Source: an optimization exercise on an open RTL-to-GDS flow (aim: small area). Production flows keep margins and buffers that such runs may drop.
RTL that was checked went through simulation tests only; none was proved equivalent to the original.
The flow treats the clock pin as an ideal source, which a real chip does not have.
Power figures rest on the tool's default switching activity, not on a simulated workload.

==> run a: inputs <==
==> flow/design.v <==
module crc32_sbit #(
    parameter TAP = 1'b0
) (
    input  wire s,       
    input  wire s_up,    
    input  wire d,       
    input  wire p,       
    input  wire q,       
    input  wire dm,      
    input  wire fb,      
    output wire y
);
    wire keep = (p & s_up) | (q & s);
    assign y = keep ^ ((d & dm) | (fb & TAP));
endmodule
module crc32_dbit #(
    parameter TAP = 1'b0,
    parameter LD  = 1'b0
) (
    input  wire o,       
    input  wire o_up,    
    input  wire d,       
    input  wire p,       
    input  wire q,       
    input  wire ld,      
    input  wire fb,      
    output wire y
);
    wire keep = (p & o_up) | (q & o);
    assign y = (keep ^ (fb & TAP)) | (d & ld & LD);
endmodule
module crc32_engine (
    input  wire        clk,
    input  wire        rst,
    input  wire        cmd_valid,
    output wire        cmd_ready,
    input  wire [7:0]  cmd,
    input  wire [31:0] din,
    output wire [31:0] dout,
    output wire        err
);
    localparam [31:0] POLY = 32'hEDB88320;
    reg [31:0] sn;        
    reg [31:0] d_q;       
    reg        err_q;     
    reg [2:0]  op_q;
    reg [4:0]  cnt_q;     
    wire ready = (op_q == 3'd0);
    wire [1:0] n    = cmd[1:0];
    wire z    = !cmd[7] && (cmd[3:2] == 2'b00);      
    wire zn   = z && (n == 2'b00);
    wire c_upd  = z  && (cmd[6:4] == 3'd3);
    wire c_init = zn && (cmd[6:4] == 3'd1);
    wire c_load = zn && (cmd[6:4] == 3'd2);
    wire c_tab  = zn && (cmd[6:4] == 3'd6);
    wire c_long = c_upd || (zn && (cmd[6:4] == 3'd2 || cmd[6:4] == 3'd4 ||
                                   cmd[6:4] == 3'd5 || cmd[6:4] == 3'd6));
    wire legal  = c_long || (zn && (cmd[6:4] == 3'd0 || cmd[6:4] == 3'd1));
    wire acc  = cmd_valid && ready && !rst;
    wire go   = acc && c_long;
    wire sh_s  = op_q[2] ^ op_q[1];                   
    wire crc_s = (op_q == 3'd3);
    wire inv_s = (op_q == 3'd2);
    wire sh_d  = op_q[2];                             
    wire crc_d = op_q[2] && op_q[1];                  
    wire fin   = op_q[0];
    wire last  = (cnt_q == 5'd31);
    wire done  = last || (op_q == 3'd1);
    wire       clr_s = rst || (acc && (c_init || c_load));
    wire [3:0] dm;
    assign dm[0] = acc && (c_load || c_upd);
    assign dm[1] = acc && (c_load || (c_upd && n != 2'd0));
    assign dm[2] = acc && (c_load || (c_upd && n[1]));
    assign dm[3] = acc && (c_load || (c_upd && n == 2'd3));
    wire        fb_s   = crc_s && !sn[0] && !rst;
    wire        p_s    = sh_s && !rst;              
    wire        q_s    = !sh_s && !clr_s;           
    wire [31:0] sn_nxt = {sn[0] ^ inv_s, sn[31:1]};
    wire [31:0] sn_d;
    genvar i;
    generate
        for (i = 0; i < 32; i = i + 1) begin : g_s
            crc32_sbit #(.TAP(i < 31 ? POLY[i] : 1'b0)) u_s (
                .s(sn[i]), .s_up(sn_nxt[i]), .d(din[i]), .p(p_s),
                .q(q_s), .dm(dm[i / 8]), .fb(fb_s), .y(sn_d[i]));
        end
    endgenerate
    always @(posedge clk)
        sn <= sn_d;
    wire        ld_d  = acc && c_tab;
    wire        fb_d  = crc_d && d_q[0] && !rst;
    wire        p_d   = sh_d && !rst;
    wire        q_d   = !sh_d && !rst && !ld_d;
    wire        d_in  = crc_d ? d_q[0] : (sn[0] ^ !fin);
    wire [31:0] d_nxt = {d_in, d_q[31:1]};
    wire [31:0] d_d;
    generate
        for (i = 0; i < 32; i = i + 1) begin : g_d
            crc32_dbit #(.TAP(i < 31 ? POLY[i] : 1'b0), .LD(i < 8 ? 1'b1 : 1'b0)) u_d (
                .o(d_q[i]), .o_up(d_nxt[i]), .d(din[i]), .p(p_d),
                .q(q_d), .ld(ld_d), .fb(fb_d), .y(d_d[i]));
        end
    endgenerate
    always @(posedge clk)
        d_q <= d_d;
    always @(posedge clk) begin
        err_q <= !rst && (err_q || (acc && !legal));
        if (rst)
            op_q <= 3'd1;
        else if (go)
            op_q <= cmd[6:4];
        else if (done)
            op_q <= 3'd0;
        cnt_q <= acc ? {~n & {2{cmd[5] && (cmd[4] ^ cmd[6])}}, 3'b000} : cnt_q + 5'd1;
    end
    assign cmd_ready = ready;
    assign dout      = d_q;
    assign err       = err_q;
endmodule
==> flow/flow/run.sh <==
#!/bin/bash
# Layout: the standard flow (standard.sh), with these changes:
#  - after floorplan, every combinational cell is sized down to the smallest
#    cell of its function (flow/downsize.tcl); repair_design and
#    repair_timing size up again where needed;
#  - the port buffers are the smallest buffer (buf_1) instead of the
#    buffer_ports default;
#  - clock tree synthesis uses clkbuf_4, in clusters of at most 10 sinks,
#    and inserts no dummy load cells; after it, a clock buffer whose sinks
#    see too slow a slew is sized up (flow/clkfix.tcl).
# Every input and output port still gets its own buffer. The output of the
# whole run goes to flow_run.log in this folder; ORFS keeps each step's log
# under orfs/logs/.
set -euo pipefail
here=$(pwd)
bash standard.sh \
  POST_FLOORPLAN_TCL="$here/flow/downsize.tcl" \
  POST_CTS_TCL="$here/flow/clkfix.tcl" \
  BUFFER_PORTS_ARGS="-buffer_cell sky130_fd_sc_hd__buf_1" \
  CTS_ARGS="-sink_clustering_enable -repair_clock_nets -dont_use_dummy_load -buf_list sky130_fd_sc_hd__clkbuf_4 -sink_clustering_size 10" \
  finish > flow_run.log 2>&1
==> flow/flow/clkfix.tcl <==
estimate_parasitics -placement
set bigger [dict create \
  sky130_fd_sc_hd__clkbuf_1 sky130_fd_sc_hd__clkbuf_2 \
  sky130_fd_sc_hd__clkbuf_2 sky130_fd_sc_hd__clkbuf_4 \
  sky130_fd_sc_hd__clkbuf_4 sky130_fd_sc_hd__clkbuf_8 \
  sky130_fd_sc_hd__clkbuf_8 sky130_fd_sc_hd__clkbuf_16]
set count 0
foreach inst [get_cells *] {
  set ref [get_property $inst ref_name]
  if { ![dict exists $bigger $ref] } { continue }
  set out [get_pins -of_objects $inst -filter "direction == output"]
  set net [get_nets -of_objects $out]
  set worst 0
  foreach pin [get_pins -of_objects $net -filter "direction == input"] {
    set s [get_property $pin slew_max]
    if { $s > $worst } { set worst $s }
  }
  if { $worst > 0.100 } {
    replace_cell [get_property $inst name] [dict get $bigger $ref]
    incr count
  }
}
puts "clkfix.tcl: sized up $count clock buffers"
if { $count > 0 } {
  detailed_placement
  check_placement -verbose
  estimate_parasitics -placement
}
==> flow/flow/downsize.tcl <==
# Hook run after floorplan (POST_FLOORPLAN_TCL): size every combinational
# cell down to the smallest cell of the same function (same name, lower
# drive). Later steps (repair_design, repair_timing) size up again where the
# slew, capacitance or timing limits call for it.
set db [ord::get_db]
set block [ord::get_db_block]
proc is_dont_use { name } {
  foreach pat $::env(DONT_USE_CELLS) {
    if { [string match $pat $name] } { return 1 }
  }
  return 0
}
set count 0
foreach inst [$block getInsts] {
  set master [$inst getMaster]
  set name [$master getName]
  if { ![regexp {^(sky130_fd_sc_hd__[a-z0-9]+)_([0-9]+)$} $name -> base size] } { continue }
  if { [regexp {df|dl|clk|tap|conb|fill|decap|diode} $base] } { continue }
  set best $name
  set best_area [expr { [$master getWidth] * [$master getHeight] }]
  foreach s { 0 1 2 4 } {
    set cand ${base}_$s
    if { $cand eq $name || [is_dont_use $cand] } { continue }
    set cm [$db findMaster $cand]
    if { $cm == "NULL" } { continue }
    set area [expr { [$cm getWidth] * [$cm getHeight] }]
    if { $area < $best_area } {
      set best $cand
      set best_area $area
    }
  }
  if { $best ne $name } {
    replace_cell [$inst getName] $best
    incr count
  }
}
puts "downsize.tcl: sized down $count cells"
==> flow/standard.sh <==
#!/bin/bash
# synth_recipe.tcl (not shown) runs the flow's synth.tcl, then flattens the netlist and writes it again
# the make line also repeats each setting of config.mk as NAME=value (left out here)
make -C /OpenROAD-flow-scripts/flow DESIGN_CONFIG=/design/flow/config.mk WORK_HOME=/design/flow/orfs CLKGATE_MAP_FILE= SYNTH_SCRIPT=/design/flow/synth_recipe.tcl "${@:-finish}"
==> flow/config.mk <==
export PLATFORM = sky130hd
export DESIGN_NAME = crc32_engine
export DESIGN_NICKNAME = crc32_engine
export VERILOG_FILES = /design/flow/design.v
export SDC_FILE = /design/flow/constraint.sdc
export NUM_CORES = 4
export LEC_CHECK = 0
export CAP_MARGIN = 20
export CORE_MARGIN = 2
export CORE_UTILIZATION = 40
export SLEW_MARGIN = 20
export SYNTH_HIERARCHICAL = 1
export SYNTH_MEMORY_MAX_BITS = 65536
export SYNTH_MINIMUM_KEEP_SIZE = 0
==> flow/constraint.sdc <==
create_clock -name core_clock -period 8.0 [get_ports {clk}]
set_input_delay 1.6000 -clock core_clock [delete_from_list [all_inputs] [get_ports {clk}]]
set_output_delay 1.6000 -clock core_clock [all_outputs]
set_load 0.01 [all_outputs]
==> inputs of run b, as changes to run a <==
CORE_UTILIZATION = 60   (was 40)
==> inputs of run c, as changes to run a <==
CORE_UTILIZATION = 75   (was 40)
==> inputs of run d, as changes to run a <==
==> flow/design.v (replaced) <==
module crc32_sbit #(
    parameter TAP = 1'b0
) (
    input  wire s,       
    input  wire s_up,    
    input  wire d,       
    input  wire p,       
    input  wire q,       
    input  wire dm,      
    input  wire fb,      
    output wire y
);
    wire keep = (p & s_up) | (q & s);
    assign y = keep ^ ((d & dm) | (fb & TAP));
endmodule
module crc32_dbit #(
    parameter TAP = 1'b0,
    parameter LD  = 1'b0
) (
    input  wire o,       
    input  wire o_up,    
    input  wire d,       
    input  wire p,       
    input  wire q,       
    input  wire ld,      
    input  wire fb,      
    output wire y
);
    wire keep = (p & o_up) | (q & o);
    assign y = (keep ^ (fb & TAP)) | (d & ld & LD);
endmodule
module crc32_engine (
    input  wire        clk,
    input  wire        rst,
    input  wire        cmd_valid,
    output wire        cmd_ready,
    input  wire [7:0]  cmd,
    input  wire [31:0] din,
    output wire [31:0] dout,
    output wire        err
);
    localparam [31:0] POLY = 32'hEDB88320;
    reg [31:0] sn;        
    reg [31:0] d_q;       
    reg        err_q;     
    reg        ready_q;
    reg [2:0]  op_q;      
    reg [4:0]  cnt_q;     
    wire [3:0] op  = cmd[7:4];
    wire [1:0] n   = cmd[1:0];
    wire legal = (op <= 4'h6) && (cmd[3:2] == 2'b00) &&
                 ((op == 4'h3) || (n == 2'b00));
    wire accept = cmd_valid && ready_q && !rst;
    wire acc_ok = accept && legal;
    wire is_init = (op == 4'h1);
    wire is_load = (op == 4'h2);
    wire is_upd  = (op == 4'h3);
    wire is_tab  = (op == 4'h6);
    wire is_long = (op >= 4'h2);       
    wire sh_s  = (op_q == 3'd2) || (op_q == 3'd3) ||
                 (op_q == 3'd4) || (op_q == 3'd5);
    wire crc_s = (op_q == 3'd3);
    wire inv_s = (op_q == 3'd2);
    wire sh_d  = op_q[2];
    wire crc_d = (op_q == 3'd6);
    wire fin   = op_q[0];
    wire last  = (cnt_q == 5'd31);
    wire       clr_s = rst || (acc_ok && (is_init || is_load));
    wire [3:0] dm;
    assign dm[0] = acc_ok && (is_load || is_upd);
    assign dm[1] = acc_ok && (is_load || (is_upd && n != 2'd0));
    assign dm[2] = acc_ok && (is_load || (is_upd && n[1]));
    assign dm[3] = acc_ok && (is_load || (is_upd && n == 2'd3));
    wire        fb_s    = crc_s && !sn[0] && !rst;
    wire        p_s     = sh_s && !rst;             
    wire        q_s     = !sh_s && !clr_s;          
    wire [31:0] sn_nxt  = {sn[0] ^ inv_s, sn[31:1]};
    wire [31:0] sn_d;
    genvar i;
    generate
        for (i = 0; i < 32; i = i + 1) begin : g_s
            crc32_sbit #(.TAP(i < 31 ? POLY[i] : 1'b0)) u_s (
                .s(sn[i]), .s_up(sn_nxt[i]), .d(din[i]), .p(p_s),
                .q(q_s), .dm(dm[i / 8]), .fb(fb_s), .y(sn_d[i]));
        end
    endgenerate
    always @(posedge clk)
        sn <= sn_d;
    wire        clr_d = rst || (acc_ok && is_tab);
    wire        ld_d  = acc_ok && is_tab;
    wire        fb_d  = crc_d && d_q[0] && !rst;
    wire        p_d   = sh_d && !rst;
    wire        q_d   = !sh_d && !clr_d;
    wire        d_in  = crc_d ? d_q[0] : (sn[0] ^ !fin);
    wire [31:0] d_nxt = {d_in, d_q[31:1]};
    wire [31:0] d_d;
    generate
        for (i = 0; i < 32; i = i + 1) begin : g_d
            crc32_dbit #(.TAP(i < 31 ? POLY[i] : 1'b0), .LD(i < 8 ? 1'b1 : 1'b0)) u_d (
                .o(d_q[i]), .o_up(d_nxt[i]), .d(din[i]), .p(p_d),
                .q(q_d), .ld(ld_d), .fb(fb_d), .y(d_d[i]));
        end
    endgenerate
    always @(posedge clk)
        d_q <= d_d;
    always @(posedge clk) begin
        if (rst) begin
            err_q   <= 1'b0;
            ready_q <= 1'b0;
            op_q    <= 3'd0;
        end else if (accept) begin
            if (!legal) err_q <= 1'b1;
            if (legal && is_long) begin
                ready_q <= 1'b0;
                op_q    <= op[2:0];
            end
        end else if (op_q == 3'd0 || last) begin
            ready_q <= 1'b1;
            op_q    <= 3'd0;
        end
    end
    always @(posedge clk)
        cnt_q <= accept ? {~n & {2{is_upd || is_tab}}, 3'b000} : cnt_q + 5'd1;
    assign cmd_ready = ready_q;
    assign dout      = d_q;
    assign err       = err_q;
endmodule
==> flow/flow/run.sh (replaced) <==
#!/bin/bash
# Layout: the standard flow (standard.sh), with these changes:
#  - after floorplan, every combinational cell is sized down to the smallest
#    cell of its function (flow/downsize.tcl); repair_design and
#    repair_timing size up again where needed;
#  - the port buffers are the smallest buffer (buf_1) instead of the
#    buffer_ports default;
#  - clock tree synthesis inserts no dummy load cells.
# Every input and output port still gets its own buffer. The output of the
# whole run goes to flow_run.log in this folder; ORFS keeps each step's log
# under orfs/logs/.
set -euo pipefail
here=$(pwd)
bash standard.sh \
  POST_FLOORPLAN_TCL="$here/flow/downsize.tcl" \
  BUFFER_PORTS_ARGS="-buffer_cell sky130_fd_sc_hd__buf_1" \
  CTS_ARGS="-sink_clustering_enable -repair_clock_nets -dont_use_dummy_load -buf_list sky130_fd_sc_hd__clkbuf_4" \
  finish > flow_run.log 2>&1
removed: flow/flow/clkfix.tcl
==> run notes <==
item                                                                 run c                 run b                 run a                 run d
Result of the run                         no timing/DRC/antenna violations  no timing/DRC/antenna violations  no timing/DRC/antenna violations  no timing/DRC/antenna violations
Total via count in the routed design                                 2,654                 2,514                 2,521                 2,520
Power Clock                                                         179 uW                195 uW                178 uW                160 uW
Startpoint of the worst-slack reg-to-reg timing path  op_q[2]$_SDFFE_PP0P_  op_q[2]$_SDFFE_PP0P_  op_q[2]$_SDFFE_PP0P_  ready_q$_SDFFE_PP0P_
Startpoint of the worst hold path                      cnt_q[0]$_SDFF_PP0_   cnt_q[0]$_SDFF_PP0_   cnt_q[0]$_SDFF_PP0_   cnt_q[0]$_SDFF_PN0_
Netlist area before placement                                0.00326 sq mm         0.00326 sq mm         0.00326 sq mm         0.00326 sq mm
Mapped Avg Cell Area                                            11.0 sq um            11.0 sq um            11.0 sq um            11.0 sq um
Sequential element share of the synthesized area                     0.449                 0.449                 0.449                 0.455
Clock-cell share                                                    0.0249                0.0300                0.0245                0.0192
Layout cell share with drive strength beyond 1                      0.0398                0.0398                0.0450                0.0522
Fraction of met3 tracks used by global routing                      0.0779                0.0814                0.0586                0.0770
Flip-flop and latch area                                     0.00146 sq mm         0.00146 sq mm         0.00146 sq mm         0.00148 sq mm
Achievable Freq                                                  0.265 GHz             0.267 GHz             0.266 GHz             0.284 GHz
Post-synth top area share                                            0.449                 0.449                 0.449                 0.455
Layout buffer count excluding clock buffers                             79                    79                    80                    81
Final-layout fill cell count                                           247                   441                   791                   803
Net switching power                                                 146 uW                145 uW                144 uW                140 uW
Post-Synth XOR/XNOR Area                                             0.134                 0.134                 0.134                 0.134
Detailed-route wire length on metal 1                         2940 microns          2920 microns          3160 microns          3190 microns
Count of placed standard cells including taps                          418                   438                   471                   476
Die area                                                     0.00489 sq mm         0.00603 sq mm         0.00888 sq mm         0.00889 sq mm
Global routing met1 resource utilization                             0.359                 0.274                 0.201                 0.209
Average wire per standard cell                                16.1 microns          14.3 microns          14.5 microns          14.1 microns
Sinks on the clock net                                                  73                    73                    73                    74
No functional check of the RTL was part of run d.

## static timing again, ports no longer ideal
The flow's constraints put no driver on any port. The routed layouts listed below were extracted and timed again, unchanged, in two steps.
Step 1 sets driving cells, clkbuf_16 on the clock port and buf_2 on the other inputs (assumed; they add their load-dependent delay and slew).
Step 2 also shifts input and output timing later by t, the mid clock arrival at the registers, as if the neighbouring blocks saw the same clock.
a / b / c = ideal ports / drivers / drivers and shift; a / b = the first two.
| run | shift t [ns] | setup WS [ns] | worst setup path at the end | cell pins on the clock port's net |
|---|---|---|---|---|
| run a | 0.355 | 4.238 / 4.250 / 3.895 | input to register | 1 |
| run b | 0.365 | 4.254 / 4.262 / 3.897 | input to register | 1 |
| run c | 0.362 | 4.232 / 4.241 / 3.878 | input to register | 1 |
| run d | 0.419 | 4.474 / 4.481 / 4.061 | input to register | 1 |
After both steps every run listed still meets setup and hold. The setup slack of run d, which loses most, moves by +0.007 ns with the drivers and by -0.413 ns with both steps.
